This is an optimization exercise on Yosys and OpenROAD, whose aim is small area, a short achievable clock period and few clock cycles, not a production implementation. In this exercise RTL edits were held to simulation tests only and were not proved equivalent to the original. No activity file was given, so power comes from the tool's default toggle rates.

==> run a <==
// epcb
module epcb (
  input  wire        clk,
  input  wire        rst,           
  input  wire        bus_valid,
  input  wire        bus_we,
  input  wire [15:0] bus_addr,
  input  wire [31:0] bus_wdata,
  output reg  [31:0] bus_rdata,
  output reg         bus_err,
  output wire        irq
);
clock: 10.0 ns
lec_check: 0
cap_margin: 20
core_margin: 2
core_utilization: 50
cts_cluster_diameter: 70
cts_cluster_size: 24
place_density: 0.65
setup_slack_margin: 5
slew_margin: 20
standard.sh (not shown) runs the stock make flow with config.mk's settings and CLKGATE_MAP_FILE= SYNTH_SCRIPT=/design/flow/synth_recipe.tcl, a recipe that flattens the netlist after the stock synthesis.
==> flow/flow/run.sh <==
#!/bin/bash
# Layout: the standard flow (standard.sh, unchanged synthesis and steps),
# except that the port buffers ORFS inserts before global placement are
# sky130_fd_sc_hd__buf_4 cells rather than the delay cells buffer_ports picks
# by default. Every input and output port still gets its buffer.
set -euo pipefail
export BUFFER_PORTS_ARGS="-buffer_cell sky130_fd_sc_hd__buf_4"
bash standard.sh > standard.log 2>&1
==> inputs of run b, as changes to run a <==
--- a/flow/design.v
+++ b/flow/design.v
@@ -78,12 +78,14 @@
   reg  [1:0]  state;
   reg         first;
   reg  [5:0]  rr;               
   reg  [1:0]  rg;               
   reg         bub;              
   reg         p_len0;           
+  reg         p_zero;           
+  wire        zero_now = p_zero && first && (state == S_RUN);
   reg  [1:0]  p_t;              
   reg  [7:0]  p_m8;             
   reg  [5:0]  wb;               
   reg  [1:0]  g;                
   reg  [5:0]  nb;               
   reg  [8:0]  rem;              
@@ -144,17 +146,17 @@
   always @(posedge clk) begin
     ekq  <= k_w;
     ekpq <= k_wp[31:24];
   end
   wire [31:0] h_iv   = a_cidx ? iv1[32*kg +: 32] : iv0[32*kg +: 32];
   wire [127:0] e_iv   = p_ctx ? iv1 : iv0;
-  wire [31:0]  iv_w   = e_iv[32*g +: 32];
+  wire [31:0]  iv_w   = zero_now ? 32'd0 : e_iv[32*g +: 32];
   wire [1:0]   gn     = g + 2'd1;
   wire [1:0]   gp     = g - 2'd1;
-  wire [7:0]   iv_nb  = e_iv[32*gn +: 8];
-  wire [7:0]   iv_pb  = e_iv[32*gp + 24 +: 8];
+  wire [7:0]   iv_nb  = zero_now ? 8'd0 : e_iv[32*gn +: 8];
+  wire [7:0]   iv_pb  = zero_now ? 8'd0 : e_iv[32*gp + 24 +: 8];
   wire        k_lastw_n = k_bs16 ? (kg == 2'd3) : (kg == 2'd1);
   wire [1:0]  k_nxt_n   = (k_lastw_n || kg == 2'd3) ? 2'd0 : k_wn[7:6];
   reg         k_m0, k_m1, k_lastw, k_bs16q;
   reg  [1:0]  k_nxt;
   always @(posedge clk) begin
     k_m0    <= k_w0[7];                                 
@@ -195,20 +197,21 @@
   reg  [5:0]  pre;
   reg  [4:0]  pre_e;
   always @(posedge clk) begin
     pre   <= off_nx[7:2];
     pre_e <= off_nx[7:3] + {4'd0, off_nx[2]};
   end
-  wire [16:0] sum_nx = {1'b0, off_nx} + {1'b0, len_nx};
-  wire [8:0]  end_nx = off_nx[8:0] + len_nx[8:0];
+  wire        hi_nx  = (|off_nx[15:9]) || (|len_nx[15:9]);
+  wire [9:0]  s9_nx  = {1'b0, off_nx[8:0]} + {1'b0, len_nx[8:0]};
+  wire [8:0]  end_nx = s9_nx[8:0];
   reg         q_crc0, q_crc2, q_crc4, q_c1b8, q_c1b16, q_lb8, q_lb16, q_le4, q_len0;
   reg  [8:0]  q_end;
   always @(posedge clk) begin
-    q_crc0  <= (sum_nx > 17'd256);
-    q_crc2  <= (sum_nx > 17'd254);
-    q_crc4  <= (sum_nx > 17'd252);
+    q_crc0  <= hi_nx || (s9_nx > 10'd256);
+    q_crc2  <= hi_nx || (s9_nx > 10'd254);
+    q_crc4  <= hi_nx || (s9_nx > 10'd252);
     q_c1b8  <= (off_nx > 16'd248);
     q_c1b16 <= (off_nx > 16'd240);
     q_lb8   <= (len_nx[2:0] != 3'd0);
     q_lb16  <= (len_nx[3:0] != 4'd0);
     q_le4   <= (len_nx <= 16'd4);
     q_len0  <= (len_nx == 16'd0);
@@ -364,15 +367,15 @@
       if (cbc1_bad) w_err = ERR_BOUNDS;
     end else if (w_cbcn) begin
       if (len_bad) w_err = ERR_LENGTH;
       else if (q_crc0) w_err = ERR_BOUNDS;
     end
   end
-  wire        w_zero = h_wr_cmd && (w_err == ERR_NONE) && w_cbcn && w_ctx && !ctrl_gen;
+  wire        w_zero = (w_err == ERR_NONE) && w_cbcn && w_ctx && !ctrl_gen;
   wire [31:0] kd = rst ? 32'd0 : bus_wdata;
-  wire [31:0] vd = (rst || w_zero) ? 32'd0 : (st_busy ? niv : bus_wdata);
+  wire [31:0] vd = rst ? 32'd0 : (st_busy ? niv : bus_wdata);
   genvar gw;
   generate
     for (gw = 0; gw < 6; gw = gw + 1) begin : g_key
       always @(posedge clk) begin
         if (rst || (h_wr_idle && a_key && !a_cidx && a_keyw == gw)) key0[32*gw +: 32] <= kd;
         if (rst || (h_wr_idle && a_key &&  a_cidx && a_keyw == gw)) key1[32*gw +: 32] <= kd;
@@ -380,15 +383,15 @@
     end
     for (gw = 0; gw < 4; gw = gw + 1) begin : g_iv
       always @(posedge clk) begin
         if (rst || (h_wr_idle && a_iv && !a_cidx && a_ivw == gw) ||
             (cbc_go && !p_ctx && g == gw))
           iv0[32*gw +: 32] <= vd;
-        if (rst || w_zero || (h_wr_idle && a_iv && a_cidx && a_ivw == gw) ||
+        if (rst || zero_now || (h_wr_idle && a_iv && a_cidx && a_ivw == gw) ||
             (cbc_go && p_ctx && g == gw && (p_bs16 || gw < 2)))
-          iv1[32*gw +: 32] <= vd;
+          iv1[32*gw +: 32] <= (zero_now && !(cbc_go && g == gw)) ? 32'd0 : vd;
       end
     end
   endgenerate
   wire [8:0] rem_n = rem - 9'd4;
   always @(posedge clk) begin
     if (rst) begin
@@ -513,12 +516,13 @@
         st_done <= 1'b1;
         state   <= S_IDLE;
       end
       if (h_wr_cmd) begin
         first  <= 1'b1;
         p_len0 <= q_len0;
+        p_zero <= w_zero;
         pad    <= q_le4 ? 2'd0 - len_r[1:0] : 2'd0;
         {csel, czm} <= csel_of(pre[0], s, q_le4 ? 2'd0 - len_r[1:0] : 2'd0);
         if (w_crc && w_err == ERR_NONE) begin
           crcv <= 1'b1;
           crcr <= w_c16 ? 32'h00006363 : 32'hFFFFFFFF;
         end
==> flow/config.mk (replaced) <==
export PLATFORM = sky130hd
export DESIGN_NAME = epcb
export DESIGN_NICKNAME = epcb
export VERILOG_FILES = /design/flow/design.v
export SDC_FILE = /design/flow/constraint.sdc
export NUM_CORES = 4
export LEC_CHECK = 0
export CAP_MARGIN = 20
export CORE_MARGIN = 2
export CORE_UTILIZATION = 60
export CTS_CLUSTER_DIAMETER = 70
export CTS_CLUSTER_SIZE = 24
export PLACE_DENSITY = 0.75
export SETUP_SLACK_MARGIN = 5
export SLEW_MARGIN = 20
==> inputs of run c, as changes to run a <==
--- a/flow/design.v
+++ b/flow/design.v
@@ -78,12 +78,14 @@
   reg  [1:0]  state;
   reg         first;
   reg  [5:0]  rr;               
   reg  [1:0]  rg;               
   reg         bub;              
   reg         p_len0;           
+  reg         p_zero;           
+  wire        zero_now = p_zero && first && (state == S_RUN);
   reg  [1:0]  p_t;              
   reg  [7:0]  p_m8;             
   reg  [5:0]  wb;               
   reg  [1:0]  g;                
   reg  [5:0]  nb;               
   reg  [8:0]  rem;              
@@ -144,17 +146,17 @@
   always @(posedge clk) begin
     ekq  <= k_w;
     ekpq <= k_wp[31:24];
   end
   wire [31:0] h_iv   = a_cidx ? iv1[32*kg +: 32] : iv0[32*kg +: 32];
   wire [127:0] e_iv   = p_ctx ? iv1 : iv0;
-  wire [31:0]  iv_w   = e_iv[32*g +: 32];
+  wire [31:0]  iv_w   = zero_now ? 32'd0 : e_iv[32*g +: 32];
   wire [1:0]   gn     = g + 2'd1;
   wire [1:0]   gp     = g - 2'd1;
-  wire [7:0]   iv_nb  = e_iv[32*gn +: 8];
-  wire [7:0]   iv_pb  = e_iv[32*gp + 24 +: 8];
+  wire [7:0]   iv_nb  = zero_now ? 8'd0 : e_iv[32*gn +: 8];
+  wire [7:0]   iv_pb  = zero_now ? 8'd0 : e_iv[32*gp + 24 +: 8];
   wire        k_lastw_n = k_bs16 ? (kg == 2'd3) : (kg == 2'd1);
   wire [1:0]  k_nxt_n   = (k_lastw_n || kg == 2'd3) ? 2'd0 : k_wn[7:6];
   reg         k_m0, k_m1, k_lastw, k_bs16q;
   reg  [1:0]  k_nxt;
   always @(posedge clk) begin
     k_m0    <= k_w0[7];                                 
@@ -195,20 +197,21 @@
   reg  [5:0]  pre;
   reg  [4:0]  pre_e;
   always @(posedge clk) begin
     pre   <= off_nx[7:2];
     pre_e <= off_nx[7:3] + {4'd0, off_nx[2]};
   end
-  wire [16:0] sum_nx = {1'b0, off_nx} + {1'b0, len_nx};
-  wire [8:0]  end_nx = off_nx[8:0] + len_nx[8:0];
+  wire        hi_nx  = (|off_nx[15:9]) || (|len_nx[15:9]);
+  wire [9:0]  s9_nx  = {1'b0, off_nx[8:0]} + {1'b0, len_nx[8:0]};
+  wire [8:0]  end_nx = s9_nx[8:0];
   reg         q_crc0, q_crc2, q_crc4, q_c1b8, q_c1b16, q_lb8, q_lb16, q_le4, q_len0;
   reg  [8:0]  q_end;
   always @(posedge clk) begin
-    q_crc0  <= (sum_nx > 17'd256);
-    q_crc2  <= (sum_nx > 17'd254);
-    q_crc4  <= (sum_nx > 17'd252);
+    q_crc0  <= hi_nx || (s9_nx > 10'd256);
+    q_crc2  <= hi_nx || (s9_nx > 10'd254);
+    q_crc4  <= hi_nx || (s9_nx > 10'd252);
     q_c1b8  <= (off_nx > 16'd248);
     q_c1b16 <= (off_nx > 16'd240);
     q_lb8   <= (len_nx[2:0] != 3'd0);
     q_lb16  <= (len_nx[3:0] != 4'd0);
     q_le4   <= (len_nx <= 16'd4);
     q_len0  <= (len_nx == 16'd0);
@@ -364,15 +367,15 @@
       if (cbc1_bad) w_err = ERR_BOUNDS;
     end else if (w_cbcn) begin
       if (len_bad) w_err = ERR_LENGTH;
       else if (q_crc0) w_err = ERR_BOUNDS;
     end
   end
-  wire        w_zero = h_wr_cmd && (w_err == ERR_NONE) && w_cbcn && w_ctx && !ctrl_gen;
+  wire        w_zero = (w_err == ERR_NONE) && w_cbcn && w_ctx && !ctrl_gen;
   wire [31:0] kd = rst ? 32'd0 : bus_wdata;
-  wire [31:0] vd = (rst || w_zero) ? 32'd0 : (st_busy ? niv : bus_wdata);
+  wire [31:0] vd = rst ? 32'd0 : (st_busy ? niv : bus_wdata);
   genvar gw;
   generate
     for (gw = 0; gw < 6; gw = gw + 1) begin : g_key
       always @(posedge clk) begin
         if (rst || (h_wr_idle && a_key && !a_cidx && a_keyw == gw)) key0[32*gw +: 32] <= kd;
         if (rst || (h_wr_idle && a_key &&  a_cidx && a_keyw == gw)) key1[32*gw +: 32] <= kd;
@@ -380,15 +383,15 @@
     end
     for (gw = 0; gw < 4; gw = gw + 1) begin : g_iv
       always @(posedge clk) begin
         if (rst || (h_wr_idle && a_iv && !a_cidx && a_ivw == gw) ||
             (cbc_go && !p_ctx && g == gw))
           iv0[32*gw +: 32] <= vd;
-        if (rst || w_zero || (h_wr_idle && a_iv && a_cidx && a_ivw == gw) ||
+        if (rst || zero_now || (h_wr_idle && a_iv && a_cidx && a_ivw == gw) ||
             (cbc_go && p_ctx && g == gw && (p_bs16 || gw < 2)))
-          iv1[32*gw +: 32] <= vd;
+          iv1[32*gw +: 32] <= (zero_now && !(cbc_go && g == gw)) ? 32'd0 : vd;
       end
     end
   endgenerate
   wire [8:0] rem_n = rem - 9'd4;
   always @(posedge clk) begin
     if (rst) begin
@@ -513,12 +516,13 @@
         st_done <= 1'b1;
         state   <= S_IDLE;
       end
       if (h_wr_cmd) begin
         first  <= 1'b1;
         p_len0 <= q_len0;
+        p_zero <= w_zero;
         pad    <= q_le4 ? 2'd0 - len_r[1:0] : 2'd0;
         {csel, czm} <= csel_of(pre[0], s, q_le4 ? 2'd0 - len_r[1:0] : 2'd0);
         if (w_crc && w_err == ERR_NONE) begin
           crcv <= 1'b1;
           crcr <= w_c16 ? 32'h00006363 : 32'hFFFFFFFF;
         end
==> qor.yml <==
outcome:
  run_status: "no timing/DRC/antenna violations"
setup_path:
  cp_top_family: "XOR/XNOR gates"
  r2r_slack_ps: 4740
pwr:
  p_per_area_mw_per_mm2: 166.9
  pg_clk_mw: 7.68
  power_frac_seq_pct: 57.7
placement:
  placed_area_mm2: 0.1408
final_layout:
  seq_cells: 3023
  clock_area_share_pct: 3.599
  n_all_buffers: 590
synthesis:
  syn_inst: 9855
  synth.area.top_cells: "edfxtp_1, dfxtp_1, mux2i_1"
clock_network:
  worstSkewPairLatency_ps: 890
die:
  nWellTaps: 2992
(the above is from run b)
==> qor.yml <==
outcome:
  run_status: "no timing/DRC/antenna violations"
clock_network:
  worstSkewPairLatency_ps: 930
final_layout:
  clock_area_share_pct: 3.838
  seq_cells: 3022
  n_all_buffers: 609
setup_path:
  r2r_slack_ps: 4950
  cp_top_family: "simple AND/OR/NAND/NOR gates"
placement:
  placed_area_mm2: 0.1421
die:
  nWellTaps: 3552
synthesis:
  syn_inst: 9870
pwr:
  power_frac_seq_pct: 46.4
  pg_clk_mw: 8.07
(the above is from run a)
==> qor.yml <==
final_layout:
  stdcell_count: 13840
  seq_cells: 3023
  n_all_buffers: 710
  clock_area_share_pct: 3.893
pwr:
  p_per_area_mw_per_mm2: 168.9
  power_frac_seq_pct: 56.2
  pg_clk_mw: 8.26
placement:
  placed_area_mm2: 0.1418
synthesis:
  synth.area.top_cells: "edfxtp_1, dfxtp_1, mux2i_1"
outcome:
  run_status: "no timing/DRC/antenna violations"
die:
  die_height_um: 523.9
  nWellTaps: 3552
clock_network:
  worstSkewPairLatency_ps: 920
detailed_routing:
  vias: 96010
(the above is from run c)
Testbench counts of run a, summed over its fixed seeds: cycles 14,651.
Testbench counts of run b, summed over its fixed seeds: cycles 14,651.
Testbench counts of run c, summed over its fixed seeds: cycles 14,651.

re-timing with driven ports:
The flow's constraints put no driver on any port. The routed layouts listed below were extracted and timed again, unchanged, in two steps. Step 1 (the two cells are an assumption about what drives the block):
set clk [get_ports {clk}]
set_driving_cell -lib_cell sky130_fd_sc_hd__clkbuf_16 $clk
set_driving_cell -lib_cell sky130_fd_sc_hd__buf_2 [delete_from_list [all_inputs] $clk]
Step 2, shift: input delay + t, output delay - t, t = (earliest + latest rising clock arrival at the registers) / 2. This alone moves slack from input paths to output paths. Slacks: no drivers / after step 1 / after step 2; pairs: no drivers / after step 1.
run | t (ns) | setup slack, ns | latest minus earliest clock arrival (ns) | cell pins on the clock port's net
run a | 0.977 | 4.739 / 4.793 / 3.816 | 0.096 / 0.096 | 1
run b | 0.957 | 4.736 / 4.736 / 3.918 | 0.083 / 0.083 | 1
run c | 0.982 | 4.819 / 4.819 / 3.943 | 0.092 / 0.091 | 1
After both steps every run listed still meets setup and hold. For run a, which loses most, drivers alone change the setup slack by +0.054 ns; drivers and shift together by -0.923 ns.
